This design comes from an exercise in tuning for small area, a short achievable clock period and few clock cycles per item on the open sky130 flow, not from production work. At most, simulation tests tie the RTL to the original design; equivalence was not proved. The RTL of runs 1 to 3 was laid out without a check of its function.

<file path="flow/design.v">
module grad_stream (
    input  wire       clk,
    input  wire       rst,
    input  wire       in_valid,
    output wire       in_ready,
    input  wire       in_sof,
    input  wire [6:0] in_width,
    input  wire [1:0] in_preset,
    input  wire [7:0] in_pix,
    output reg        out_valid,
    input  wire       out_ready,
    output reg  [7:0] out_mag
);
    localparam QD = 8;      
    reg       rdy;
    reg       acc_r;
    reg       sof_r;
    reg [6:0] w_r;
    reg [1:0] pre_r;
    reg [7:0] pix_r;
    assign in_ready = rdy;
    always @(posedge clk) begin
        acc_r <= in_valid && rdy && !rst;
        sof_r <= in_sof;
        w_r   <= in_width;
        pre_r <= in_preset;
        pix_r <= in_pix;
    end
    reg [6:0] x;           
    reg [1:0] y;           
    reg [6:0] wm1;         
    reg       eo;          
    reg       sb;          
    reg [5:0] seg;         
    wire last     = !sof_r && (x == wm1);
    wire interior = !sof_r && (y == 2'd2) && (x >= 7'd2);
    wire [6:0] vlen  = w_r - 7'd3;
    wire       use30 = (vlen >= 7'd30);
    wire [6:0] vrest = use30 ? vlen - 7'd30 : vlen;
    always @(posedge clk) begin
        if (acc_r) begin
            if (sof_r) begin
                wm1 <= w_r - 7'd1;
                eo  <= (pre_r != 2'd3);
                sb  <= (pre_r != 2'd2) && (pre_r != 2'd3);
                seg <= {use30, vrest[4:0]};
                x   <= 7'd1;
                y   <= 2'd0;
            end else if (last) begin
                x <= 7'd0;
                if (y != 2'd2) y <= y + 2'd1;
            end else
                x <= x + 7'd1;
        end
    end
    reg [8*1-1:0]  a1,  b1;
    reg [8*2-1:0]  a2,  b2;
    reg [8*4-1:0]  a4,  b4;
    reg [8*8-1:0]  a8,  b8;
    reg [8*16-1:0] a16, b16;
    reg [8*30-1:0] a30, b30;
    reg [7:0]      ah,  bh;      
    reg [8*2-1:0]  af,  bf;      
    wire [7:0] ain  = pix_r;
    wire [7:0] a1o  = seg[0] ? a1[7:0]     : ah;
    wire [7:0] a2o  = seg[1] ? a2[15:8]    : a1o;
    wire [7:0] a4o  = seg[2] ? a4[31:24]   : a2o;
    wire [7:0] a8o  = seg[3] ? a8[63:56]   : a4o;
    wire [7:0] a16o = seg[4] ? a16[127:120] : a8o;
    wire [7:0] a30o = seg[5] ? a30[239:232] : a16o;
    wire [7:0] bin  = af[15:8];
    wire [7:0] b1o  = seg[0] ? b1[7:0]     : bh;
    wire [7:0] b2o  = seg[1] ? b2[15:8]    : b1o;
    wire [7:0] b4o  = seg[2] ? b4[31:24]   : b2o;
    wire [7:0] b8o  = seg[3] ? b8[63:56]   : b4o;
    wire [7:0] b16o = seg[4] ? b16[127:120] : b8o;
    wire [7:0] b30o = seg[5] ? b30[239:232] : b16o;
    always @(posedge clk) begin
        if (acc_r) begin
            ah  <= ain;
            a1  <= ah;
            a2  <= {a2[7:0], a1o};
            a4  <= {a4[23:0], a2o};
            a8  <= {a8[55:0], a4o};
            a16 <= {a16[119:0], a8o};
            a30 <= {a30[231:0], a16o};
            af  <= {af[7:0], a30o};
            bh  <= bin;
            b1  <= bh;
            b2  <= {b2[7:0], b1o};
            b4  <= {b4[23:0], b2o};
            b8  <= {b8[55:0], b4o};
            b16 <= {b16[119:0], b8o};
            b30 <= {b30[231:0], b16o};
            bf  <= {bf[7:0], b30o};
        end
    end
    wire [7:0] cp = pix_r;
    wire [7:0] ct = af[15:8];
    wire [7:0] cu = bf[15:8];
    wire [9:0]        col_v = (eo ? {2'b0, cu} + {2'b0, cp} : 10'd0)
                            + (sb ? {1'b0, ct, 1'b0} : {2'b0, ct});
    wire signed [8:0] cps = {1'b0, cp};
    wire signed [8:0] cus = {1'b0, cu};
    wire signed [8:0] col_d = cps - cus;
    reg [9:0]        v0, v1c, v2c;    
    reg signed [8:0] d0, d1c, d2c;    
    always @(posedge clk) begin
        if (acc_r) begin
            v0 <= col_v; v1c <= v0; v2c <= v1c;
            d0 <= col_d; d1c <= d0; d2c <= d1c;
        end
    end
    reg winv;    
    wire signed [11:0] v0s = {2'b0, v0};
    wire signed [11:0] v2s = {2'b0, v2c};
    wire signed [11:0] sx_c = v0s - v2s;
    wire signed [11:0] sy_c = (eo ? d2c + d0 : 12'sd0) + (sb ? 2 * d1c : d1c);
    wire bigx_c = sx_c[11] ? !((sx_c[10:8] == 3'h7) && (sx_c[7:0] != 8'd0)) : (sx_c[10:8] != 3'h0);
    wire bigy_c = sy_c[11] ? !((sy_c[10:8] == 3'h7) && (sy_c[7:0] != 8'd0)) : (sy_c[10:8] != 3'h0);
    reg       pv1, nx, ny, big1;
    reg [7:0] mx, my;
    always @(posedge clk) begin
        nx   <= sx_c[11];
        ny   <= sy_c[11];
        mx   <= sx_c[7:0] ^ {8{sx_c[11]}};
        my   <= sy_c[7:0] ^ {8{sy_c[11]}};
        big1 <= bigx_c || bigy_c;
    end
    wire sqw1 = (mx[0] & mx[5]) ^ (mx[1] & mx[4]);
    wire sqw2 = (mx[0] & mx[5]) & (mx[1] & mx[4]);
    wire sqw3 = (mx[0] & mx[7]) ^ (mx[1] & mx[6]) ^ (mx[2] & mx[5]);
    wire sqw4 = ((mx[0] & mx[7]) & (mx[1] & mx[6])) | ((mx[0] & mx[7]) & (mx[2] & mx[5])) | ((mx[1] & mx[6]) & (mx[2] & mx[5]));
    wire sqw5 = (mx[3] & mx[4]) ^ mx[4];
    wire sqw6 = (mx[3] & mx[4]) & mx[4];
    wire sqw7 = (mx[0] & mx[3]) ^ (mx[1] & mx[2]) ^ mx[2];
    wire sqw8 = ((mx[0] & mx[3]) & (mx[1] & mx[2])) | ((mx[0] & mx[3]) & mx[2]) | ((mx[1] & mx[2]) & mx[2]);
    wire sqw9 = (mx[0] & mx[4]) ^ (mx[1] & mx[3]);
    wire sqw10 = (mx[0] & mx[4]) & (mx[1] & mx[3]);
    wire sqw11 = (mx[2] & mx[3]) ^ mx[3] ^ (nx & mx[5]);
    wire sqw12 = ((mx[2] & mx[3]) & mx[3]) | ((mx[2] & mx[3]) & (nx & mx[5])) | (mx[3] & (nx & mx[5]));
    wire sqw13 = (my[0] & my[5]) ^ (my[1] & my[4]) ^ (my[2] & my[3]);
    wire sqw14 = ((my[0] & my[5]) & (my[1] & my[4])) | ((my[0] & my[5]) & (my[2] & my[3])) | ((my[1] & my[4]) & (my[2] & my[3]));
    wire sqw15 = (mx[0] & mx[6]) ^ (mx[1] & mx[5]) ^ (mx[2] & mx[4]);
    wire sqw16 = ((mx[0] & mx[6]) & (mx[1] & mx[5])) | ((mx[0] & mx[6]) & (mx[2] & mx[4])) | ((mx[1] & mx[5]) & (mx[2] & mx[4]));
    wire sqw17 = (nx & mx[6]) ^ (my[0] & my[6]) ^ (my[1] & my[5]);
    wire sqw18 = ((nx & mx[6]) & (my[0] & my[6])) | ((nx & mx[6]) & (my[1] & my[5])) | ((my[0] & my[6]) & (my[1] & my[5]));
    wire sqw19 = (my[2] & my[4]) ^ (ny & my[6]);
    wire sqw20 = (my[2] & my[4]) & (ny & my[6]);
    wire sqw21 = (nx & mx[7]) ^ (my[0] & my[7]) ^ (my[1] & my[6]);
    wire sqw22 = ((nx & mx[7]) & (my[0] & my[7])) | ((nx & mx[7]) & (my[1] & my[6])) | ((my[0] & my[7]) & (my[1] & my[6]));
    wire sqw23 = (my[2] & my[5]) ^ (my[3] & my[4]) ^ my[4];
    wire sqw24 = ((my[2] & my[5]) & (my[3] & my[4])) | ((my[2] & my[5]) & my[4]) | ((my[3] & my[4]) & my[4]);
    wire sqw25 = (ny & my[7]) ^ sqw3 ^ sqw5;
    wire sqw26 = ((ny & my[7]) & sqw3) | ((ny & my[7]) & sqw5) | (sqw3 & sqw5);
    wire sqw27 = (mx[1] & mx[7]) ^ (mx[2] & mx[6]) ^ (mx[3] & mx[5]);
    wire sqw28 = ((mx[1] & mx[7]) & (mx[2] & mx[6])) | ((mx[1] & mx[7]) & (mx[3] & mx[5])) | ((mx[2] & mx[6]) & (mx[3] & mx[5]));
    wire sqw29 = (my[1] & my[7]) ^ (my[2] & my[6]) ^ (my[3] & my[5]);
    wire sqw30 = ((my[1] & my[7]) & (my[2] & my[6])) | ((my[1] & my[7]) & (my[3] & my[5])) | ((my[2] & my[6]) & (my[3] & my[5]));
    wire sqw31 = sqw4 ^ sqw6;
    wire sqw32 = sqw4 & sqw6;
    wire sqw33 = (mx[2] & mx[7]) ^ (mx[3] & mx[6]) ^ (mx[4] & mx[5]);
    wire sqw34 = ((mx[2] & mx[7]) & (mx[3] & mx[6])) | ((mx[2] & mx[7]) & (mx[4] & mx[5])) | ((mx[3] & mx[6]) & (mx[4] & mx[5]));
    wire sqw35 = mx[5] ^ (my[2] & my[7]) ^ (my[3] & my[6]);
    wire sqw36 = (mx[5] & (my[2] & my[7])) | (mx[5] & (my[3] & my[6])) | ((my[2] & my[7]) & (my[3] & my[6]));
    wire sqw37 = (my[4] & my[5]) ^ my[5];
    wire sqw38 = (my[4] & my[5]) & my[5];
    wire sqw39 = (mx[3] & mx[7]) ^ (mx[4] & mx[6]);
    wire sqw40 = (mx[3] & mx[7]) & (mx[4] & mx[6]);
    wire sqw41 = (mx[4] & mx[7]) ^ (mx[5] & mx[6]);
    wire sqw42 = (mx[4] & mx[7]) & (mx[5] & mx[6]);
    wire sqw43 = (mx[0] & mx[1]) ^ mx[1] ^ (nx & mx[1]);
    wire sqw44 = ((mx[0] & mx[1]) & mx[1]) | ((mx[0] & mx[1]) & (nx & mx[1])) | (mx[1] & (nx & mx[1]));
    wire sqw45 = (mx[0] & mx[2]) ^ (nx & mx[2]);
    wire sqw46 = (mx[0] & mx[2]) & (nx & mx[2]);
    wire sqw47 = (nx & mx[3]) ^ (my[0] & my[3]) ^ (my[1] & my[2]);
    wire sqw48 = ((nx & mx[3]) & (my[0] & my[3])) | ((nx & mx[3]) & (my[1] & my[2])) | ((my[0] & my[3]) & (my[1] & my[2]));
    wire sqw49 = my[2] ^ (ny & my[3]);
    wire sqw50 = my[2] & (ny & my[3]);
    wire sqw51 = (nx & mx[4]) ^ (my[0] & my[4]) ^ (my[1] & my[3]);
    wire sqw52 = ((nx & mx[4]) & (my[0] & my[4])) | ((nx & mx[4]) & (my[1] & my[3])) | ((my[0] & my[4]) & (my[1] & my[3]));
    wire sqw53 = (ny & my[4]) ^ sqw8 ^ sqw9;
    wire sqw54 = ((ny & my[4]) & sqw8) | ((ny & my[4]) & sqw9) | (sqw8 & sqw9);
    wire sqw55 = my[3] ^ (ny & my[5]) ^ sqw1;
    wire sqw56 = (my[3] & (ny & my[5])) | (my[3] & sqw1) | ((ny & my[5]) & sqw1);
    wire sqw57 = sqw10 ^ sqw11 ^ sqw13;
    wire sqw58 = (sqw10 & sqw11) | (sqw10 & sqw13) | (sqw11 & sqw13);
    wire sqw59 = sqw2 ^ sqw12 ^ sqw14;
    wire sqw60 = (sqw2 & sqw12) | (sqw2 & sqw14) | (sqw12 & sqw14);
    wire sqw61 = sqw15 ^ sqw17 ^ sqw19;
    wire sqw62 = (sqw15 & sqw17) | (sqw15 & sqw19) | (sqw17 & sqw19);
    wire sqw63 = sqw16 ^ sqw18 ^ sqw20;
    wire sqw64 = (sqw16 & sqw18) | (sqw16 & sqw20) | (sqw18 & sqw20);
    wire sqw65 = sqw21 ^ sqw23 ^ sqw25;
    wire sqw66 = (sqw21 & sqw23) | (sqw21 & sqw25) | (sqw23 & sqw25);
    wire sqw67 = sqw22 ^ sqw24 ^ sqw26;
    wire sqw68 = (sqw22 & sqw24) | (sqw22 & sqw26) | (sqw24 & sqw26);
    wire sqw69 = sqw27 ^ sqw29 ^ sqw31;
    wire sqw70 = (sqw27 & sqw29) | (sqw27 & sqw31) | (sqw29 & sqw31);
    wire sqw71 = sqw28 ^ sqw30 ^ sqw32;
    wire sqw72 = (sqw28 & sqw30) | (sqw28 & sqw32) | (sqw30 & sqw32);
    wire sqw73 = sqw33 ^ sqw35 ^ sqw37;
    wire sqw74 = (sqw33 & sqw35) | (sqw33 & sqw37) | (sqw35 & sqw37);
    wire sqw75 = (my[3] & my[7]) ^ (my[4] & my[6]) ^ sqw34;
    wire sqw76 = ((my[3] & my[7]) & (my[4] & my[6])) | ((my[3] & my[7]) & sqw34) | ((my[4] & my[6]) & sqw34);
    wire sqw77 = sqw36 ^ sqw38 ^ sqw39;
    wire sqw78 = (sqw36 & sqw38) | (sqw36 & sqw39) | (sqw38 & sqw39);
    wire sqw79 = mx[6] ^ (my[4] & my[7]) ^ (my[5] & my[6]);
    wire sqw80 = (mx[6] & (my[4] & my[7])) | (mx[6] & (my[5] & my[6])) | ((my[4] & my[7]) & (my[5] & my[6]));
    wire sqw81 = my[6] ^ sqw40 ^ sqw41;
    wire sqw82 = (my[6] & sqw40) | (my[6] & sqw41) | (sqw40 & sqw41);
    wire sqw83 = (mx[5] & mx[7]) ^ (my[5] & my[7]);
    wire sqw84 = (mx[5] & mx[7]) & (my[5] & my[7]);
    wire sqw85 = (mx[6] & mx[7]) ^ mx[7];
    wire sqw86 = (mx[6] & mx[7]) & mx[7];
    wire sqw87 = mx[0] ^ nx;
    wire sqw88 = mx[0] & nx;
    wire sqw89 = (my[0] & my[1]) ^ my[1];
    wire sqw90 = (my[0] & my[1]) & my[1];
    wire sqw91 = (my[0] & my[2]) ^ (ny & my[2]) ^ sqw44;
    wire sqw92 = ((my[0] & my[2]) & (ny & my[2])) | ((my[0] & my[2]) & sqw44) | ((ny & my[2]) & sqw44);
    wire sqw93 = sqw7 ^ sqw46 ^ sqw47;
    wire sqw94 = (sqw7 & sqw46) | (sqw7 & sqw47) | (sqw46 & sqw47);
    wire sqw95 = sqw48 ^ sqw50 ^ sqw51;
    wire sqw96 = (sqw48 & sqw50) | (sqw48 & sqw51) | (sqw50 & sqw51);
    wire sqw97 = sqw52 ^ sqw54 ^ sqw55;
    wire sqw98 = (sqw52 & sqw54) | (sqw52 & sqw55) | (sqw54 & sqw55);
    wire sqw99 = sqw56 ^ sqw58 ^ sqw59;
    wire sqw100 = (sqw56 & sqw58) | (sqw56 & sqw59) | (sqw58 & sqw59);
    wire sqw101 = sqw60 ^ sqw62 ^ sqw63;
    wire sqw102 = (sqw60 & sqw62) | (sqw60 & sqw63) | (sqw62 & sqw63);
    wire sqw103 = sqw64 ^ sqw66 ^ sqw67;
    wire sqw104 = (sqw64 & sqw66) | (sqw64 & sqw67) | (sqw66 & sqw67);
    wire sqw105 = sqw68 ^ sqw70 ^ sqw71;
    wire sqw106 = (sqw68 & sqw70) | (sqw68 & sqw71) | (sqw70 & sqw71);
    wire sqw107 = sqw72 ^ sqw74 ^ sqw75;
    wire sqw108 = (sqw72 & sqw74) | (sqw72 & sqw75) | (sqw74 & sqw75);
    wire sqw109 = sqw76 ^ sqw78 ^ sqw79;
    wire sqw110 = (sqw76 & sqw78) | (sqw76 & sqw79) | (sqw78 & sqw79);
    wire sqw111 = sqw42 ^ sqw80 ^ sqw82;
    wire sqw112 = (sqw42 & sqw80) | (sqw42 & sqw82) | (sqw80 & sqw82);
    wire sqw113 = (my[6] & my[7]) ^ my[7] ^ sqw84;
    wire sqw114 = ((my[6] & my[7]) & my[7]) | ((my[6] & my[7]) & sqw84) | (my[7] & sqw84);
    wire sqw115 = my[0] ^ ny;
    wire sqw116 = my[0] & ny;
    wire sqw117 = (nx & mx[0]) ^ (ny & my[0]) ^ sqw88;
    wire sqw118 = ((nx & mx[0]) & (ny & my[0])) | ((nx & mx[0]) & sqw88) | ((ny & my[0]) & sqw88);
    wire sqw119 = (ny & my[1]) ^ sqw43 ^ sqw89;
    wire sqw120 = ((ny & my[1]) & sqw43) | ((ny & my[1]) & sqw89) | (sqw43 & sqw89);
    wire sqw121 = sqw45 ^ sqw90 ^ sqw91;
    wire sqw122 = (sqw45 & sqw90) | (sqw45 & sqw91) | (sqw90 & sqw91);
    wire sqw123 = sqw49 ^ sqw92 ^ sqw93;
    wire sqw124 = (sqw49 & sqw92) | (sqw49 & sqw93) | (sqw92 & sqw93);
    wire sqw125 = sqw53 ^ sqw94 ^ sqw95;
    wire sqw126 = (sqw53 & sqw94) | (sqw53 & sqw95) | (sqw94 & sqw95);
    wire sqw127 = sqw57 ^ sqw96 ^ sqw97;
    wire sqw128 = (sqw57 & sqw96) | (sqw57 & sqw97) | (sqw96 & sqw97);
    wire sqw129 = sqw61 ^ sqw98 ^ sqw99;
    wire sqw130 = (sqw61 & sqw98) | (sqw61 & sqw99) | (sqw98 & sqw99);
    wire sqw131 = sqw65 ^ sqw100 ^ sqw101;
    wire sqw132 = (sqw65 & sqw100) | (sqw65 & sqw101) | (sqw100 & sqw101);
    wire sqw133 = sqw69 ^ sqw102 ^ sqw103;
    wire sqw134 = (sqw69 & sqw102) | (sqw69 & sqw103) | (sqw102 & sqw103);
    wire sqw135 = sqw73 ^ sqw104 ^ sqw105;
    wire sqw136 = (sqw73 & sqw104) | (sqw73 & sqw105) | (sqw104 & sqw105);
    wire sqw137 = sqw77 ^ sqw106 ^ sqw107;
    wire sqw138 = (sqw77 & sqw106) | (sqw77 & sqw107) | (sqw106 & sqw107);
    wire sqw139 = sqw81 ^ sqw108 ^ sqw109;
    wire sqw140 = (sqw81 & sqw108) | (sqw81 & sqw109) | (sqw108 & sqw109);
    wire sqw141 = sqw83 ^ sqw110 ^ sqw111;
    wire sqw142 = (sqw83 & sqw110) | (sqw83 & sqw111) | (sqw110 & sqw111);
    wire sqw143 = sqw85 ^ sqw112 ^ sqw113;
    wire sqw144 = (sqw85 & sqw112) | (sqw85 & sqw113) | (sqw112 & sqw113);
    wire sqw145 = sqw86 ^ sqw114;
    wire sqw146 = sqw86 & sqw114;
    wire [16:0] sq_ra = {sqw146, sqw144, sqw142, sqw140, sqw138, sqw136, sqw134, sqw132, sqw130, sqw128, sqw126, sqw124, sqw122, sqw120, sqw118, sqw116, sqw87};
    wire [16:0] sq_rb = {1'b0, sqw145, sqw143, sqw141, sqw139, sqw137, sqw135, sqw133, sqw131, sqw129, sqw127, sqw125, sqw123, sqw121, sqw119, sqw117, sqw115};
    wire [16:0] sq_c = sq_ra + sq_rb;
    reg        pv2, sat2;
    reg [16:0] sq2;
    always @(posedge clk) begin
        sq2  <= sq_c;
        sat2 <= big1;
    end
    wire [8:0] rem_w  [0:8];
    wire [7:0] root_w [0:8];
    reg        pv3, sat3;
    reg [3:0]  root3;
    reg [4:0]  rem3;
    reg [7:0]  low3;
    reg        pv4, sat4;
    reg [5:0]  root4;
    reg [6:0]  rem4;
    reg [3:0]  low4;
    reg        pv5;
    reg [7:0]  mag5;
    assign rem_w[0]  = 9'd0;
    assign root_w[0] = 8'd0;
    genvar n;
    generate for (n = 0; n < 8; n = n + 1) begin : it
        wire [8:0] rin;
        wire [7:0] qin;
        wire [1:0] bb;
        if (n == 4) begin : cut3
            assign rin = {4'd0, rem3};
            assign qin = {4'd0, root3};
        end else if (n == 6) begin : cut4
            assign rin = {2'd0, rem4};
            assign qin = {2'd0, root4};
        end else begin : nocut
            assign rin = rem_w[n];
            assign qin = root_w[n];
        end
        if (n < 4) begin : b2
            assign bb = sq2[2*(7-n) +: 2];
        end else if (n < 6) begin : b3
            assign bb = low3[2*(7-n) +: 2];
        end else begin : b4
            assign bb = low4[2*(7-n) +: 2];
        end
        wire [n+2:0] r  = {rin[n:0], bb};
        wire [n+2:0] t  = {1'b0, qin[n:0], 2'b01};
        wire [n+3:0] d  = {1'b0, r} - {1'b0, t};
        wire         ok = !d[n+3];
        wire [n+1:0] nr = ok ? d[n+1:0] : r[n+1:0];
        assign rem_w[n+1]  = {{(8-n){1'b0}}, nr};
        assign root_w[n+1] = {qin[6:0], ok};
    end endgenerate
    always @(posedge clk) begin
        sat3  <= sat2 || sq2[16];
        root3 <= root_w[4][3:0];
        rem3  <= rem_w[4][4:0];
        low3  <= sq2[7:0];
        sat4  <= sat3;
        root4 <= root_w[6][5:0];
        rem4  <= rem_w[6][6:0];
        low4  <= low3[3:0];
        mag5  <= sat4 ? 8'd255 : root_w[8];
    end
    reg [7:0] q [0:QD-1];
    reg [2:0] wp, rp;
    reg [3:0] qn;           
    reg [3:0] nout;         
    wire qe    = (qn == 4'd0);
    wire ofree = !out_valid || out_ready;
    wire push  = pv5 && !(ofree && qe);       
    always @(posedge clk) begin
        if (pv5) q[wp] <= mag5;
        if (ofree && (!qe || pv5)) out_mag <= qe ? mag5 : q[rp];
    end
    wire [3:0] nb  = nout - {3'd0, acc_r && !interior};
    wire [3:0] nbp = nb + 4'd1;
    wire [3:0] nbm = nb - 4'd1;
    wire       inc = in_valid && rdy;
    wire       dec = out_valid && out_ready;
    wire [3:0] nnext = inc ? (dec ? nb : nbp) : (dec ? nbm : nb);
    wire       rnext = inc ? (dec ? (nb <= QD) : (nbp <= QD)) : (dec ? (nbm <= QD) : (nb <= QD));
    wire [3:0] qn_free = qe ? 4'd0 : qn - 4'd1 + {3'd0, pv5};
    wire [3:0] qn_hold = qn + {3'd0, pv5};
    always @(posedge clk) begin
        if (rst) begin
            winv <= 1'b0;
            pv1 <= 1'b0; pv2 <= 1'b0; pv3 <= 1'b0; pv4 <= 1'b0; pv5 <= 1'b0;
            wp <= 3'd0; rp <= 3'd0; qn <= 4'd0;
            out_valid <= 1'b0;
            nout <= 4'd0;
            rdy <= 1'b1;
        end else begin
            winv <= acc_r && interior;
            pv1 <= winv;
            pv2 <= pv1;
            pv3 <= pv2;
            pv4 <= pv3;
            pv5 <= pv4;
            if (push)  wp <= wp + 3'd1;
            if (ofree && !qe) rp <= rp + 3'd1;
            qn <= ofree ? qn_free : qn_hold;
            out_valid <= ofree ? (!qe || pv5) : 1'b1;
            nout <= nnext;
            rdy  <= rnext;
        end
    end
endmodule
</file>
<file path="flow/run.sh">
#!/bin/bash
# synth_recipe.tcl (not shown) runs the flow's synth.tcl, then flattens the netlist and writes it again
# the make line also repeats each setting of config.mk as NAME=value (left out here)
make -C /OpenROAD-flow-scripts/flow DESIGN_CONFIG=/design/flow/config.mk WORK_HOME=/design/flow/orfs CLKGATE_MAP_FILE= SYNTH_SCRIPT=/design/flow/synth_recipe.tcl finish
</file>
<file path="flow/config.mk">
export PLATFORM = sky130hd
export DESIGN_NAME = grad_stream
export DESIGN_NICKNAME = grad_stream
export VERILOG_FILES = /design/flow/design.v
export SDC_FILE = /design/flow/constraint.sdc
export NUM_CORES = 4
export LEC_CHECK = 0
export CAP_MARGIN = 20
export CORE_MARGIN = 2
export CORE_UTILIZATION = 40
export SLEW_MARGIN = 20
</file>
<file path="flow/constraint.sdc">
create_clock -name core_clock -period 30.0 [get_ports {clk}]
set_input_delay 6.0000 -clock core_clock [delete_from_list [all_inputs] [get_ports {clk}]]
set_output_delay 6.0000 -clock core_clock [all_outputs]
set_load 0.01 [all_outputs]
</file>
==> summary.txt, run 1 <==
most numerous cell in the Yosys netlist=edfxtp_1; clk buf depth=3; Crit-path slowest cell=clkdlybuf4s50_1; # diodes=0; Layout area overhead=13.91%; Residual DRC=0; I/O pin count=32; Max Fclk=129.8 MHz; Req. time, crit path=24.00 ns; CP Data Arrival Time=1.71 ns; PortBufs=31; fin crit share=25.69%; multi-input logic area=9044 µm²; unique cell type count in the Yosys netlist=64; Die ar.=122,000 µm²; PnR worst setup slack=22.29 ns; Inst Count DP=4,109; hold_buf cts=0; worst stage delay on the critical path=0.57 ns; final std cell area, no fill=54,320 µm²; Max-Cap Viols=0; Reg clk slew, reported paths=0.06 ns; Die W=349.3 µm; gr ovfl total=0; layout cells sized above 1=13.08%; Antenna Nets Post-Route=0; fin. max-slew vios=0; DP Area=49,960 µm²; CTS resizes=0; CTS tree=done; Post-Syn Area per Cell=18.63 µm²; Hold Fails Final Rpt=0; worst reg2reg path depth=16; Slew HR=28.88%; drt pass-1 iters=4; Rows=126; Final Critical Period=7.706 ns; vias in the first global route=21,010; Final nets=2,920; vias per inst=4.731; Hold Path Class=reg2reg; leading area contributor after synthesis=edfxtp_1; dpl ws=22.25 ns; Post-synth EDFFs=1,176; initial core utilization=40.39%; largest net degree at the start of global routing=200; root buffer selected by CTS=clkbuf_16; status=finished clean; drt total wl=69,570 µm; Syn Inst Count=2,560; initial antenna violation count=0; GP Congestion=0.8051; #FFs+latches synth=1,301; Slew @ Worst Pin=1.067 ns; Worst Setup Start Kind=flop; WP buf/inv=1; drt first-iter violations=1,509; FF/Latch Area=37,820 µm²; post-synth top area share=74.05%; final setup violating endpoints=0; clock skew=0.04417 ns; crit-path cells=clkdlybuf4s50_1; clock latency (worst-skew pair)=0.71 ns; Synth Warn #=1; Synthesized Nets=2,773; cell family with most CP delay=buffers and inverters; Post-Syn Area=47,690 µm²; Crit Path Max Fanout=5; Worst path depth=1; H-tree levels=4; final setup TNS=0 ns; RSZ-0062 raised after global routing=false; critical path class=reg2out; synth top area cells=edfxtp_1, dfxtp_1, ha_1, fa_1, mux2_2; async set-or-reset flop fraction in the synthesized netlist=0%; Die H=349.3 µm; Hold Path Depth=0; most frequent cells after synthesis=edfxtp_1, inv_1, ha_1; Fillers=9,879; Critical Path End Type=output port; Setup Fix Bufs, Post-CTS=0; Finished Layout Cells=4,349; CTS buffer count=132; GR Util All Layers=11.63%; Sink Count=1,301; routed length per placed instance=16.00 µm; DP HPWL=40,500 µm; Synth Flop Type=edfxtp_1; post-synthesis sequential area ratio=79.30%; global-route wire length before repair=113,500 µm; core area=118,100 µm²; via count=20,570
-- per-layer routing --
metal / wire (µm) / track usage [%] / vias to the layer above
li1: - / - / 9796
met1: 34030 / 16.86 / 10310
met2: 31100 / 17.24 / 335
met3: 2727 / 2.640 / 138
met4: 1708 / 4.108 / 0
met5: 0 / 0 / -
-- worst paths after layout --
path         slack (ns)      start        end
max               22.29  out_valid  out_valid
min                0.32    low3[2]    low4[2]
max reg2reg       25.24      mx[6]    sq2[16]
min reg2reg        0.32    low3[2]    low4[2]
-- kinds of logic after synthesis --
logic type      count (synthesis)  share of synthesized area, %
flops                        1301                         79.30
xor+xnor                      120                         2.204
fa+ha+maj                     191                         5.908
simple gates                  368                         3.807
buf+inv                       218                         1.781
compound gates                217                         2.881
mux                           145                         4.122
-- sequential cells by signal (all words and copies together) (netlist names), 9 cells and up, named ones only --
name / count
b8: 64
a16: 128
v0: 10
d2c: 9
a8: 64
d0: 9
d1c: 9
b2: 16
b4: 32
v1c: 10
bf: 16
b30: 240
b16: 128
a4: 32
af: 16
sq2: 17
a30: 240
v2c: 10
a2: 16
q: 64
-- per-stage QoR --
stage	hold WS (ns)	util [%]
6_report	0.3247	46.00
5_1_grt	0.3374	46.00
4_1_cts	0.3273	45.99
3_5_place_dp	0.3121	42.31
3_3_place_gp	0.3102	42.26
2_1_floorplan	0.3096	-
-- area by class of cell --
type                    instances  area share, %
inverters                     180          1.244
flip-flops and latches       1301          69.63
clock buffers                 167          6.493
clock inverters                73          1.516
well taps                    1536          3.538
repair buffers                 51         0.9352
multi-input cells            1041          16.65
-- placed cells by master, fill, tap and decap left out, types with 12 or more instances in the layout --
| cell type | netlist | routed |
|---|---|---|
| clkbuf_1 | 25 | 28 |
| bufinv_16 | 0 | 12 |
| and2_1 | 58 | 58 |
| clkinv_1 | 0 | 19 |
| nand3_1 | 19 | 19 |
| nand2_1 | 81 | 81 |
| dfxtp_1 | 125 | 123 |
| or2_2 | 12 | 12 |
| edfxtp_1 | 1176 | 1176 |
| mux4_2 | 16 | 16 |
| nor2b_1 | 23 | 23 |
| inv_1 | 180 | 180 |
| nand2b_1 | 21 | 21 |
| clkinv_2 | 0 | 23 |
| buf_4 | 1 | 15 |
| fa_1 | 57 | 57 |
| mux2_4 | 45 | 45 |
| nor3_1 | 27 | 25 |
| xnor2_1 | 78 | 78 |
| ha_1 | 134 | 134 |
| a21oi_1 | 72 | 71 |
| clkbuf_16 | 0 | 134 |
| mux2i_1 | 13 | 13 |
| mux2_2 | 71 | 71 |
| clkdlybuf4s50_1 | 0 | 31 |
| nor2_1 | 101 | 101 |
| xor2_1 | 42 | 42 |
| a21o_1 | 22 | 22 |
| o21ai_0 | 44 | 44 |
==> run 2: changes to the inputs <==
--- a/flow/config.mk
+++ b/flow/config.mk
@@ -8,4 +8,5 @@
 export CAP_MARGIN = 20
 export CORE_MARGIN = 2
 export CORE_UTILIZATION = 40
+export CTS_BUF_LIST = sky130_fd_sc_hd__clkbuf_4 sky130_fd_sc_hd__clkbuf_8
 export SLEW_MARGIN = 20
==> run 2 against run 1 <==
Still clean on timing, DRC and antenna. Cell area down 0.18%. Sequential share of layout area up 0.13 points. Routed wire length up 2.1%. Highest routed layer unchanged.
==> summary.txt, run 2 <==
#FFs+latches synth=1,301 (unchanged); Reg clk slew, reported paths=0.06 ns (about the same); initial antenna violation count=2 (was 0); Worst path depth=1 (unchanged); most frequent cells after synthesis=edfxtp_1, inv_1, ha_1 (unchanged); Die W=349.3 µm (unchanged); routed length per placed instance=15.85 µm (was 16.00 µm); synth top area cells=edfxtp_1, dfxtp_1, ha_1, fa_1, mux2_2 (unchanged); GP Congestion=0.8051 (unchanged); Worst Setup Start Kind=flop (unchanged); layout cells sized above 1=17.06% (was 13.08%); Crit. Startpoint=out_valid (unchanged); unique cell type count in the Yosys netlist=64 (unchanged); core area=118,100 µm² (unchanged); Finished Layout Cells=4,483 (was 4,349); most frequent cells in the layout=edfxtp_1, clkbuf_8, inv_1 (was edfxtp_1, inv_1, ha_1, clkbuf_16, dfxtp_1); Inst Count DP=4,109 (unchanged); Slew HR=27.45% (was 28.88%); status=finished clean (unchanged); worst stage delay on the critical path=0.57 ns (about the same); CTS tree=done (unchanged); final setup violating endpoints=0 (unchanged); Max Fclk=128.0 MHz (was 129.8 MHz); Req. time, crit path=24.00 ns (about the same); crit-path cells=clkdlybuf4s50_1 (unchanged); Hold Path Class=reg2reg (unchanged); I/O pin count=32 (unchanged); drt first-iter violations=1,530 (was 1,509); H-tree levels=4 (unchanged); drt pass-1 iters=5 (was 4); largest net degree at the start of global routing=200 (unchanged); Synthesized Nets=2,773 (unchanged); Crit Path Max Fanout=5 (unchanged); vias per inst=4.662 (was 4.731); clk buf depth=3 (unchanged); reg2reg end=sq2[16] (unchanged); clock latency (worst-skew pair)=0.84 ns (was 0.71 ns); Slew @ Worst Pin=1.088 ns (was 1.067 ns); R2R Setup Slk=25.22 ns (was 25.24 ns); Crit-path slowest cell=clkdlybuf4s50_1 (unchanged); hold wc startpoint=sq2[0] (was low3[2]); initial core utilization=40.39% (unchanged); async set-or-reset flop fraction in the synthesized netlist=0% (unchanged); Layout area overhead=13.70% (was 13.91%); final setup TNS=0 ns (unchanged); CTS buffer count=198 (was 132); Post-Syn Area per Cell=18.63 µm² (unchanged); cell family with most CP delay=buffers and inverters (unchanged); PortBufs=31 (unchanged); worst r2r src=mx[6] (unchanged); commonest non-fill, non-tap cell in the layout=edfxtp_1 (unchanged); vias in the first global route=21,610 (was 21,010); post-synth top area share=74.05% (unchanged); Hold Path Depth=0 (unchanged); via count=20,900 (was 20,570); leading area contributor after synthesis=edfxtp_1 (unchanged); Critical Path End Type=output port (unchanged); Synth Flop Type=edfxtp_1 (unchanged); final hold slack=0.3177 ns (was 0.3247 ns); gr ovfl total=0 (unchanged); worst reg2reg path depth=16 (unchanged); Final nets=2,987 (was 2,920); Max-Cap Viols=0 (unchanged); CP Data Arrival Time=1.81 ns (was 1.71 ns); CTS resizes=0 (unchanged); Largest regs=a30: 240 flops, b30: 240 flops (unchanged); Die ar.=122,000 µm² (unchanged); Post-synth EDFFs=1,176 (unchanged); Final Critical Period=7.810 ns (was 7.706 ns); Residual DRC=0 (unchanged); Sink Count=1,301 (unchanged); hold_buf cts=0 (unchanged); WP buf/inv=1 (unchanged); drt total wl=71,040 µm (was 69,570 µm); RSZ-0062 raised after global routing=false (unchanged); global-route wire length before repair=115,800 µm (was 113,500 µm); fin crit share=26.03% (was 25.69%); most numerous cell in the Yosys netlist=edfxtp_1 (unchanged); fin. max-slew vios=0 (unchanged); Min-Delay Endpoint=low3[0] (was low4[2]); Syn Inst Count=2,560 (unchanged); Synth Warn #=1 (unchanged); Antenna Nets Post-Route=0 (unchanged); Post-Syn Area=47,690 µm² (unchanged); root buffer selected by CTS=clkbuf_8 (was clkbuf_16); critical path class=reg2out (unchanged); Fillers=9,933 (was 9,879); clock skew=0.04870 ns (was 0.04417 ns); Hold Fails Final Rpt=0 (unchanged); post-synthesis sequential area ratio=79.30% (unchanged); GR Util All Layers=11.85% (was 11.63%); DP HPWL=40,500 µm (unchanged); Setup Fix Bufs, Post-CTS=0 (unchanged); Rows=126 (unchanged); Die H=349.3 µm (unchanged)
[run 2: cells by family after synthesis]
| group | after synthesis | share of synthesized area [%] |
|---|---|---|
| AOI/OAI and AO/OA | 217 | 2.881 |
| xor gates and xnor gates | 120 | 2.204 |
| adders and majority gates | 191 | 5.908 |
| buffers and inverters | 218 | 1.781 |
| DFF | 1301 | 79.30 |
| muxes | 145 | 4.122 |
| and+or+nand+nor | 368 | 3.807 |
[run 2: metrics by stage]
| stage | worst slack (ns) | utilization [%] | instance area, µm² |
|---|---|---|---|
| after floorplan | 2.911 | - | 47690 |
| after global placement | 22.24 | 42.26 | 49910 |
| after detailed placement | 22.25 | 42.31 | 49960 |
| after CTS | 22.08 | 45.88 | 54170 |
| after global routing | 22.05 | 45.92 | 54220 |
| final | 22.19 | 45.92 | 54220 |
[run 2: layer usage]
layer | GRT usage [%] | part of all wire [%] | wire length [µm]
met1 | 16.97 | 49 | 34950
met3 | 2.949 | 4.1 | 2946
met5 | 0 | 0 | 0
met4 | 4.785 | 2.7 | 1912
met2 | 17.31 | 44 | 31230
[run 2: worst reg2reg max path, stage by stage, from the launching register on]
cell and delay, ns:
dfxtp_1 0.57, nand2_1 0.14, fa_1 0.50, fa_1 0.42, fa_1 0.49, inv_1 0.05
fa_1 0.47, inv_1 0.05, fa_1 0.47, inv_1 0.04, ha_1 0.35, nand3_1 0.12
a211oi_1 0.07, or3_1 0.43, a31o_2 0.25, a21oi_1 0.17, xnor2_1 0.13
[run 2: how the worst max path moves through the flow]
stage	end
floorplan	rdy
global route	out_valid
detailed placement	rdy
finish	out_valid
global placement	rdy
CTS	in_ready
[run 2: layout make-up]
type	count	area, µm²	area share, %
clock inverters	93	798.3	1.472
multi-input cells	1041	9044	16.68
flip-flops and latches	1301	37820	69.75
repair buffers	52	535.5	0.9876
well taps	1536	1922	3.544
inverters	180	675.6	1.246
diodes	4	10.01	0.01846
clock buffers	276	3417	6.302
==> run 3: changes to the inputs <==
==> flow/flow/run.sh (new file) <==
#!/bin/bash
# Layout: the standard flow, with two changes to how the layout is made:
#  - the port buffers are sky130_fd_sc_hd__buf_2 (buffer_ports otherwise
#    picks a slow delay cell), and every port still gets its buffer;
#  - repair_timing is asked for a large setup margin, so that it sizes and
#    buffers the paths towards the shortest period instead of stopping at
#    the 30 ns clock; the clock, its period and the I/O constraints are
#    the standard flow's own, unchanged.
# Each tool's output goes to a log of its own in this folder.
set -uo pipefail
export BUFFER_PORTS_ARGS="-buffer_cell sky130_fd_sc_hd__buf_2"
export SETUP_SLACK_MARGIN="${FLOW_SETUP_MARGIN:-22.5}"
bash standard.sh > standard.log 2>&1
st=$?
cp -r orfs/logs flow_logs 2>/dev/null || true
exit $st
==> flow/standard.sh (new file) <==
#!/bin/bash
# synth_recipe.tcl (not shown) runs the flow's synth.tcl, then flattens the netlist and writes it again
# the make line also repeats each setting of config.mk as NAME=value (left out here)
make -C /OpenROAD-flow-scripts/flow DESIGN_CONFIG=/design/flow/config.mk WORK_HOME=/design/flow/orfs CLKGATE_MAP_FILE= SYNTH_SCRIPT=/design/flow/synth_recipe.tcl "${@:-finish}"
--- a/flow/config.mk
+++ b/flow/config.mk
@@ -8,5 +8,4 @@
 export CAP_MARGIN = 20
 export CORE_MARGIN = 2
 export CORE_UTILIZATION = 40
-export CTS_BUF_LIST = sky130_fd_sc_hd__clkbuf_4 sky130_fd_sc_hd__clkbuf_8
 export SLEW_MARGIN = 20
removed: flow/run.sh
==> run 3 against run 2 <==
Global-route usage down 0.31 points. Non-clock buffer count shrank 5. Die area unchanged. First-iteration DRC count rose by 16%. Routed wire length fell by 2.5%. Via count fell by 1.8%. Final cell count decreased by 3.1%. Critical path type unchanged. Critical endpoint unchanged.
==> summary.txt, run 3 <==
Post-Syn Area=47,690 µm² (unchanged); CTS resizes=0 (unchanged); via count=20,530 (was 20,900); Post-Synth XOR/XNOR Area=2.204% (unchanged); final setup TNS=0 ns (unchanged); Synthesized Nets=2,773 (unchanged); CTS buffer count=132 (was 198); root buffer selected by CTS=clkbuf_16 (was clkbuf_8); final setup violating endpoints=0 (unchanged); vias in the first global route=20,940 (was 21,610); RSZ-0062 raised after global routing=false (unchanged); Die ar.=122,000 µm² (unchanged); initial antenna violation count=2 (unchanged); Largest regs=a30: 240 flops, b30: 240 flops (unchanged); Post-Syn Area per Cell=18.63 µm² (unchanged); Slew HR=27.42% (was 27.45%); post-synthesis sequential area ratio=79.30% (unchanged); fin crit share=24.57% (was 26.03%); vias per inst=4.724 (was 4.662); GR Util All Layers=11.54% (was 11.85%); hold_buf cts=0 (unchanged); Critical Path End Type=output port (unchanged); Synth Flop Type=edfxtp_1 (unchanged); Syn Inst Count=2,560 (unchanged); Worst Setup Start Kind=flop (unchanged); dpl ws=22.65 ns (was 22.25 ns); #FFs+latches synth=1,301 (unchanged); Synth Area in Simple Gates=3.807% (unchanged); commonest non-fill, non-tap cell in the layout=edfxtp_1 (unchanged); Post-synth EDFFs=1,176 (unchanged); global-route wire length before repair=112,400 µm (was 115,800 µm); Die H=349.3 µm (unchanged); clock latency (worst-skew pair)=0.71 ns (was 0.84 ns); drt total wl=69,270 µm (was 71,040 µm); Final Critical Period=7.370 ns (was 7.810 ns); status=finished clean (unchanged); synthesized-area fraction occupied by adder cells=5.908% (unchanged); clk buf depth=3 (unchanged); Hold Path Class=reg2reg (unchanged); unique cell type count in the Yosys netlist=64 (unchanged); Antenna Nets Post-Route=0 (unchanged); CP Data Arrival Time=1.37 ns (was 1.81 ns); Reg clk slew, reported paths=0.06 ns (about the same); GP Congestion=0.7729 (was 0.8051); Setup Fix Bufs, Post-CTS=0 (unchanged); post-synth top area share=74.05% (unchanged); crit-path cells=buf_2 (was clkdlybuf4s50_1); H-tree levels=4 (unchanged); DP HPWL=40,450 µm (was 40,500 µm); PnR worst setup slack=22.63 ns (was 22.19 ns); Synth Warn #=1 (unchanged); drt first-iter violations=1,780 (was 1,530); Die W=349.3 µm (unchanged); largest net degree at the start of global routing=199 (was 200); main combinational cell family by area after synthesis=adder cells (unchanged); Sink Count=1,301 (unchanged); cell family with most CP delay=flip-flops (was buffers and inverters); async set-or-reset flop fraction in the synthesized netlist=0% (unchanged); Crit-path slowest cell=dfxtp_1 (was clkdlybuf4s50_1); post-synthesis compound-gate area fraction=2.881% (unchanged); critical path class=reg2out (unchanged); fin. max-slew vios=0 (unchanged); Final nets=2,916 (was 2,987); synth top area cells=edfxtp_1, dfxtp_1, ha_1, fa_1, mux2_2 (unchanged); mux cell area share after synthesis=4.122% (unchanged); Max Fclk=135.7 MHz (was 128.0 MHz); most frequent cells in the layout=edfxtp_1, inv_1, clkbuf_16 (was edfxtp_1, clkbuf_8, inv_1); Residual DRC=0 (unchanged); initial core utilization=40.39% (unchanged); CTS tree=done (unchanged); clock skew=0.05169 ns (was 0.04870 ns); most frequent cells after synthesis=edfxtp_1, inv_1, ha_1 (unchanged); WP buf/inv=1 (unchanged); drt pass-1 iters=6 (was 5); leading area contributor after synthesis=edfxtp_1 (unchanged); most numerous cell in the Yosys netlist=edfxtp_1 (unchanged); Max-Cap Viols=0 (unchanged); PortBufs=31 (unchanged); Layout area overhead=13.46% (was 13.70%); Rows=126 (unchanged); worst stage delay on the critical path=0.46 ns (was 0.57 ns); Req. time, crit path=24.00 ns (about the same); gr ovfl total=0 (unchanged); I/O pin count=32 (unchanged); routed length per placed instance=15.94 µm (was 15.85 µm); core area=118,100 µm² (unchanged); Crit Path Max Fanout=5 (unchanged); Slew @ Worst Pin=1.089 ns (was 1.088 ns); Hold Fails Final Rpt=0 (unchanged); Fillers=9,897 (was 9,933); layout cells sized above 1=14.10% (was 17.06%)
run 3: cell counts after synthesis:
Identical to the previous run, type by type.
run 3: cell families (layout without fill, tap and decap cells):
logic type / count (synthesis) / in the layout
AOI/OAI and AO/OA: 217 / 217
buffers and inverters: 218 / 467
DFF: 1301 / 1301
xor gates and xnor gates: 120 / 120
and+or+nand+nor: 368 / 368
adders and majority gates: 191 / 191
muxes: 145 / 145
other: 0 / 1
run 3: layout make-up:
cell class	count	area [µm²]	share of cell area (%)
Sequential cell	1301	37820	69.90
Multi-Input combinational cell	1041	9099	16.82
Clock buffer	165	3521	6.507
Tap cell	1536	1922	3.552
Clock inverter	75	739.5	1.367
Inverter	180	675.6	1.249
Timing Repair Buffer	47	329.1	0.6081
Antenna cell	1	2.502	0.004625
run 3: metal layers:
| metal | GRT usage, % | vias to the layer above | wire length (µm) |
|---|---|---|---|
| li1 | - | 9797 | - |
| met3 | 2.523 | 143 | 2583 |
| met2 | 17.36 | 290 | 31130 |
| met1 | 16.46 | 10300 | 33840 |
| met5 | 0 | - | 0 |
| met4 | 4.293 | 0 | 1723 |
run 3: metrics by stage:
stage / util [%] / std cells / instance area [µm²] / hold WS [ns]
after floorplan: - / 2560 / 47760 / 0.3096
after global placement: 42.21 / 4105 / 49840 / 0.3119
after detailed placement: 42.21 / 4105 / 49840 / 0.3135
after CTS: 45.82 / 4345 / 54100 / 0.3160
after global routing: 45.82 / 4345 / 54110 / 0.3222
final: 45.82 / 4346 / 54110 / 0.3186
run 3: worst paths after layout:
check / start / end / slack [ns] / cells after the start
max reg2reg: mx[6] / sq2[16] / 25.15 / 16
min reg2reg: root3[0] / root4[2] / 0.32 / 0
min: root3[0] / root4[2] / 0.32 / 0
max: out_valid / out_valid / 22.63 / 1
==> run 4: changes to the inputs <==
--- a/flow/design.v
+++ b/flow/design.v
@@ -11,7 +11,7 @@
     input  wire       out_ready,
     output reg  [7:0] out_mag
 );
-    localparam QD = 8;      
+    localparam QD = 6;      
     reg       rdy;
     reg       acc_r;
     reg       sof_r;
@@ -288,12 +288,6 @@
     reg [3:0]  root3;
     reg [4:0]  rem3;
     reg [7:0]  low3;
-    reg        pv4, sat4;
-    reg [5:0]  root4;
-    reg [6:0]  rem4;
-    reg [3:0]  low4;
-    reg        pv5;
-    reg [7:0]  mag5;
     assign rem_w[0]  = 9'd0;
     assign root_w[0] = 8'd0;
     genvar n;
@@ -301,22 +295,17 @@
         wire [8:0] rin;
         wire [7:0] qin;
         wire [1:0] bb;
-        if (n == 4) begin : cut3
+        if (n == 4) begin : cut
             assign rin = {4'd0, rem3};
             assign qin = {4'd0, root3};
-        end else if (n == 6) begin : cut4
-            assign rin = {2'd0, rem4};
-            assign qin = {2'd0, root4};
         end else begin : nocut
             assign rin = rem_w[n];
             assign qin = root_w[n];
         end
-        if (n < 4) begin : b2
+        if (n < 4) begin : hi
             assign bb = sq2[2*(7-n) +: 2];
-        end else if (n < 6) begin : b3
+        end else begin : lo
             assign bb = low3[2*(7-n) +: 2];
-        end else begin : b4
-            assign bb = low4[2*(7-n) +: 2];
         end
         wire [n+2:0] r  = {rin[n:0], bb};
         wire [n+2:0] t  = {1'b0, qin[n:0], 2'b01};
@@ -331,22 +320,23 @@
         root3 <= root_w[4][3:0];
         rem3  <= rem_w[4][4:0];
         low3  <= sq2[7:0];
-        sat4  <= sat3;
-        root4 <= root_w[6][5:0];
-        rem4  <= rem_w[6][6:0];
-        low4  <= low3[3:0];
-        mag5  <= sat4 ? 8'd255 : root_w[8];
     end
+    wire [7:0] mag_c = sat3 ? 8'd255 : root_w[8];
     reg [7:0] q [0:QD-1];
     reg [2:0] wp, rp;
     reg [3:0] qn;           
     reg [3:0] nout;         
     wire qe    = (qn == 4'd0);
     wire ofree = !out_valid || out_ready;
-    wire push  = pv5 && !(ofree && qe);       
+    wire loadq = ofree && !qe;                
+    wire loadd = ofree && qe && pv3;          
+    wire push  = pv3 && !(ofree && qe);       
+    wire [2:0] wp1 = (wp == QD - 1) ? 3'd0 : wp + 3'd1;
+    wire [2:0] rp1 = (rp == QD - 1) ? 3'd0 : rp + 3'd1;
     always @(posedge clk) begin
-        if (pv5) q[wp] <= mag5;
-        if (ofree && (!qe || pv5)) out_mag <= qe ? mag5 : q[rp];
+        if (push) q[wp] <= mag_c;
+        if (loadq)      out_mag <= q[rp];
+        else if (loadd) out_mag <= mag_c;
     end
     wire [3:0] nb  = nout - {3'd0, acc_r && !interior};
     wire [3:0] nbp = nb + 4'd1;
@@ -355,12 +345,12 @@
     wire       dec = out_valid && out_ready;
     wire [3:0] nnext = inc ? (dec ? nb : nbp) : (dec ? nbm : nb);
     wire       rnext = inc ? (dec ? (nb <= QD) : (nbp <= QD)) : (dec ? (nbm <= QD) : (nb <= QD));
-    wire [3:0] qn_free = qe ? 4'd0 : qn - 4'd1 + {3'd0, pv5};
-    wire [3:0] qn_hold = qn + {3'd0, pv5};
+    wire [3:0] qn_free = qe ? 4'd0 : qn - 4'd1 + {3'd0, pv3};
+    wire [3:0] qn_hold = qn + {3'd0, pv3};
     always @(posedge clk) begin
         if (rst) begin
             winv <= 1'b0;
-            pv1 <= 1'b0; pv2 <= 1'b0; pv3 <= 1'b0; pv4 <= 1'b0; pv5 <= 1'b0;
+            pv1 <= 1'b0; pv2 <= 1'b0; pv3 <= 1'b0;
             wp <= 3'd0; rp <= 3'd0; qn <= 4'd0;
             out_valid <= 1'b0;
             nout <= 4'd0;
@@ -370,12 +360,10 @@
             pv1 <= winv;
             pv2 <= pv1;
             pv3 <= pv2;
-            pv4 <= pv3;
-            pv5 <= pv4;
-            if (push)  wp <= wp + 3'd1;
-            if (ofree && !qe) rp <= rp + 3'd1;
+            if (push)  wp <= wp1;
+            if (loadq) rp <= rp1;
             qn <= ofree ? qn_free : qn_hold;
-            out_valid <= ofree ? (!qe || pv5) : 1'b1;
+            out_valid <= ofree ? (!qe || pv3) : 1'b1;
             nout <= nnext;
             rdy  <= rnext;
         end
==> flow/run.sh (new file) <==
#!/bin/bash
# synth_recipe.tcl (not shown) runs the flow's synth.tcl, then flattens the netlist and writes it again
# the make line also repeats each setting of config.mk as NAME=value (left out here)
make -C /OpenROAD-flow-scripts/flow DESIGN_CONFIG=/design/flow/config.mk WORK_HOME=/design/flow/orfs CLKGATE_MAP_FILE= SYNTH_SCRIPT=/design/flow/synth_recipe.tcl finish
removed: flow/flow/run.sh
removed: flow/standard.sh
==> run 4 against run 3 <==
Final cell count fell by 2.1%. Cell area down 2.4%. Hold slack better by 0.0058 ns. Largest cell class unchanged. Highest routed layer unchanged. Area after synthesis shrank 2.4%. Critical path depth increased by 4. Still clean on timing, DRC and antenna. Count of clock-buffer cells in the layout is 10 lower. Clock skew up 0.031 ns.
==> summary.txt, run 4 <==
Fillers=9,795 (was 9,897); unique cell type count in the Yosys netlist=78 (was 64); Die W=345.0 µm (was 349.3 µm); critical path class=in2reg (was reg2out); DP HPWL=41,190 µm (was 40,450 µm); drt total wl=69,120 µm (was 69,270 µm); status=finished clean (unchanged); clock latency (worst-skew pair)=0.73 ns (was 0.71 ns); FF/Latch Area=36,780 µm² (was 37,820 µm²); commonest non-fill, non-tap cell in the layout=edfxtp_1 (unchanged); #FFs+latches synth=1,257 (was 1,301); Worst Setup Start Kind=input port (was flop); CP Data Arrival Time=8.40 ns (was 1.37 ns); post-synthesis sequential area ratio=79.05% (was 79.30%); leading area contributor after synthesis=edfxtp_1 (unchanged); CTS resizes=0 (unchanged); most numerous cell in the Yosys netlist=edfxtp_1 (unchanged); Synthesized Nets=2,697 (was 2,773); initial antenna violation count=1 (was 2); Final Critical Period=8.094 ns (was 7.370 ns); Slew @ Worst Pin=1.115 ns (was 1.089 ns); # diodes=0 (was 1); CTS tree=done (unchanged); Syn Inst Count=2,485 (was 2,560); Req. time, crit path=30.31 ns (was 24.00 ns); Post-Syn Area=46,520 µm² (was 47,690 µm²); Reg clk slew, reported paths=0.06 ns (about the same); Die H=345.0 µm (was 349.3 µm); Max-Cap Viols=0 (unchanged); fin. max-slew vios=0 (unchanged); multi-input logic area=8975 µm² (was 9099 µm²); Post-Syn Area per Cell=18.72 µm² (was 18.63 µm²); Hold Fails Final Rpt=0 (unchanged); CTS buffer count=121 (was 132); Sink Count=1,257 (was 1,301); drt first-iter violations=1,428 (was 1,780); final setup violating endpoints=0 (unchanged); root buffer selected by CTS=clkbuf_16 (unchanged); final setup TNS=0 ns (unchanged); synth top area cells=edfxtp_1, dfxtp_1, ha_1, fa_1, mux2_2 (unchanged); largest net degree at the start of global routing=95 (was 199); hold_buf cts=0 (unchanged); RSZ-0062 raised after global routing=false (unchanged); drt pass-1 iters=5 (was 6); hold wc startpoint=sq2[5] (was root3[0]); layout cells sized above 1=12.85% (was 14.10%); clock skew=0.08311 ns (was 0.05169 ns); Max Fclk=123.6 MHz (was 135.7 MHz); most frequent cells in the layout=edfxtp_1, inv_1, ha_1 (was edfxtp_1, inv_1, clkbuf_16); Setup Fix Bufs, Post-CTS=0 (unchanged); PortBufs=31 (unchanged); H-tree levels=3 (was 4); Post-synth EDFFs=1,160 (was 1,176); initial core utilization=40.20% (was 40.39%); worst r2r src=root3[0] (was mx[6]); Residual DRC=0 (unchanged); Rows=125 (was 126); Hold Path Class=reg2reg (unchanged); Synth Warn #=1 (unchanged); Synth Flop Type=edfxtp_1 (unchanged); gr ovfl total=0 (unchanged); core area=115,700 µm² (was 118,100 µm²); routed length per placed instance=16.24 µm (was 15.94 µm); Antenna Nets Post-Route=0 (unchanged); Crit. Startpoint=out_ready (was out_valid); most frequent cells after synthesis=edfxtp_1, inv_1, ha_1 (unchanged); Layout area overhead=13.48% (was 13.46%); Critical Path End Type=flop (was output port); Die ar.=119,000 µm² (was 122,000 µm²); Post-Route Utilization=45.62% (was 45.82%); GP Congestion=0.7717 (was 0.7729); global-route wire length before repair=112,200 µm (was 112,400 µm); vias in the first global route=20,620 (was 20,940); Largest regs=a30: 240 flops, b30: 240 flops (unchanged); post-synth top area share=74.87% (was 74.05%); via count=20,170 (was 20,530); async set-or-reset flop fraction in the synthesized netlist=0% (unchanged); clk buf depth=3 (unchanged); Slew HR=25.10% (was 27.42%); vias per inst=4.740 (was 4.724); fin crit share=26.98% (was 24.57%); I/O pin count=32 (unchanged); GR Util All Layers=11.61% (was 11.54%); Final nets=2,842 (was 2,916); Crit Path Max Fanout=9 (was 5)
-- run 4: final timing paths --
kind,slack [ns],to,cells after the start
setup / recovery,21.91,q[0][0],5
hold / removal,0.32,low3[5],0
setup reg to reg,22.62,out_mag[0],31
hold reg to reg,0.32,low3[5],0
-- run 4: per-stage QoR --
stage	instance area [µm²]	setup WS, ns	std cells	hold slack (ns)
final	52790	21.91	4255	0.3245
after CTS	52720	21.99	4253	0.3248
after global routing	52790	21.78	4255	0.3291
after floorplan	46520	2.903	2485	0.3096
after global placement	48750	21.42	4029	0.3135
after detailed placement	48750	21.22	4029	0.3121
-- run 4: worst max-delay path, cell delays in order --
cell and delay, ns:
clkdlybuf4s50_1 0.49, nor2b_1 0.50, o21ai_0 0.20, or2_2 0.35, nor3_1 0.86
-- run 4: kinds of logic (layout without fill, tap and decap cells) --
kind of cell	count (synthesis)	after routing	synth area share, %
AOI/OAI and AO/OA	237	237	3.305
xor gates and xnor gates	128	128	2.410
adders and majority gates	190	190	6.030
buffers and inverters	199	445	1.670
DFF	1257	1257	79.05
muxes	130	130	3.682
and+or+nand+nor	344	344	3.854
-- run 4: per-layer routing --
| layer | wire length (µm) | track usage, % | share of wire [%] | up-vias |
|---|---|---|---|---|
| met2 | 30750 | 17.38 | 44 | 304 |
| met4 | 1774 | 4.135 | 2.6 | 0 |
| met1 | 34140 | 16.92 | 49 | 10160 |
| met3 | 2458 | 2.278 | 3.6 | 154 |
| met5 | 0 | 0 | 0 | - |
| li1 | - | - | - | 9548 |
-- run 4: layout make-up --
class / count / area share [%]
Inverter: 168 / 1.194
Clock buffer: 155 / 6.273
Timing Repair Buffer: 53 / 0.9977
Clock inverter: 69 / 1.258
Tap cell: 1524 / 3.612
Multi-Input combinational cell: 1029 / 17.00
Sequential cell: 1257 / 69.66
Testbench counts of run 4, summed over its fixed seeds: cycles 48,046, items 48,000.

==> what the ideal ports hide <==
The results above use ideal ports. As a check the final layouts listed here were re-extracted and re-timed, cells and wires unchanged.
Step 1 (the two cells are an assumption about what drives the block):
set clk [get_ports {clk}]
set_driving_cell -lib_cell sky130_fd_sc_hd__clkbuf_16 $clk
set_driving_cell -lib_cell sky130_fd_sc_hd__buf_2 [delete_from_list [all_inputs] $clk]
Step 2 moves the port delays by t, midway between the first and last clock arrival at a register: inputs arrive t later, outputs are due t later. That takes back most of the time a late clock gives input paths.
a / b / c = no drivers / after step 1 / after step 2; a / b = the first two.
run	t, ns	setup slack, ns	worst setup path after step 2
run 1	0.770	22.295 / 22.221 / 22.190	input to register
run 2	0.889	22.190 / 22.123 / 22.181	input to register
run 3	0.764	22.630 / 22.559 / 22.651	input to register
run 4	0.765	21.906 / 21.945 / 21.180	input to register
After both steps every run listed still meets setup and hold. The setup slack of run 4, which loses most, moves by +0.039 ns with the drivers and by -0.726 ns with both steps.
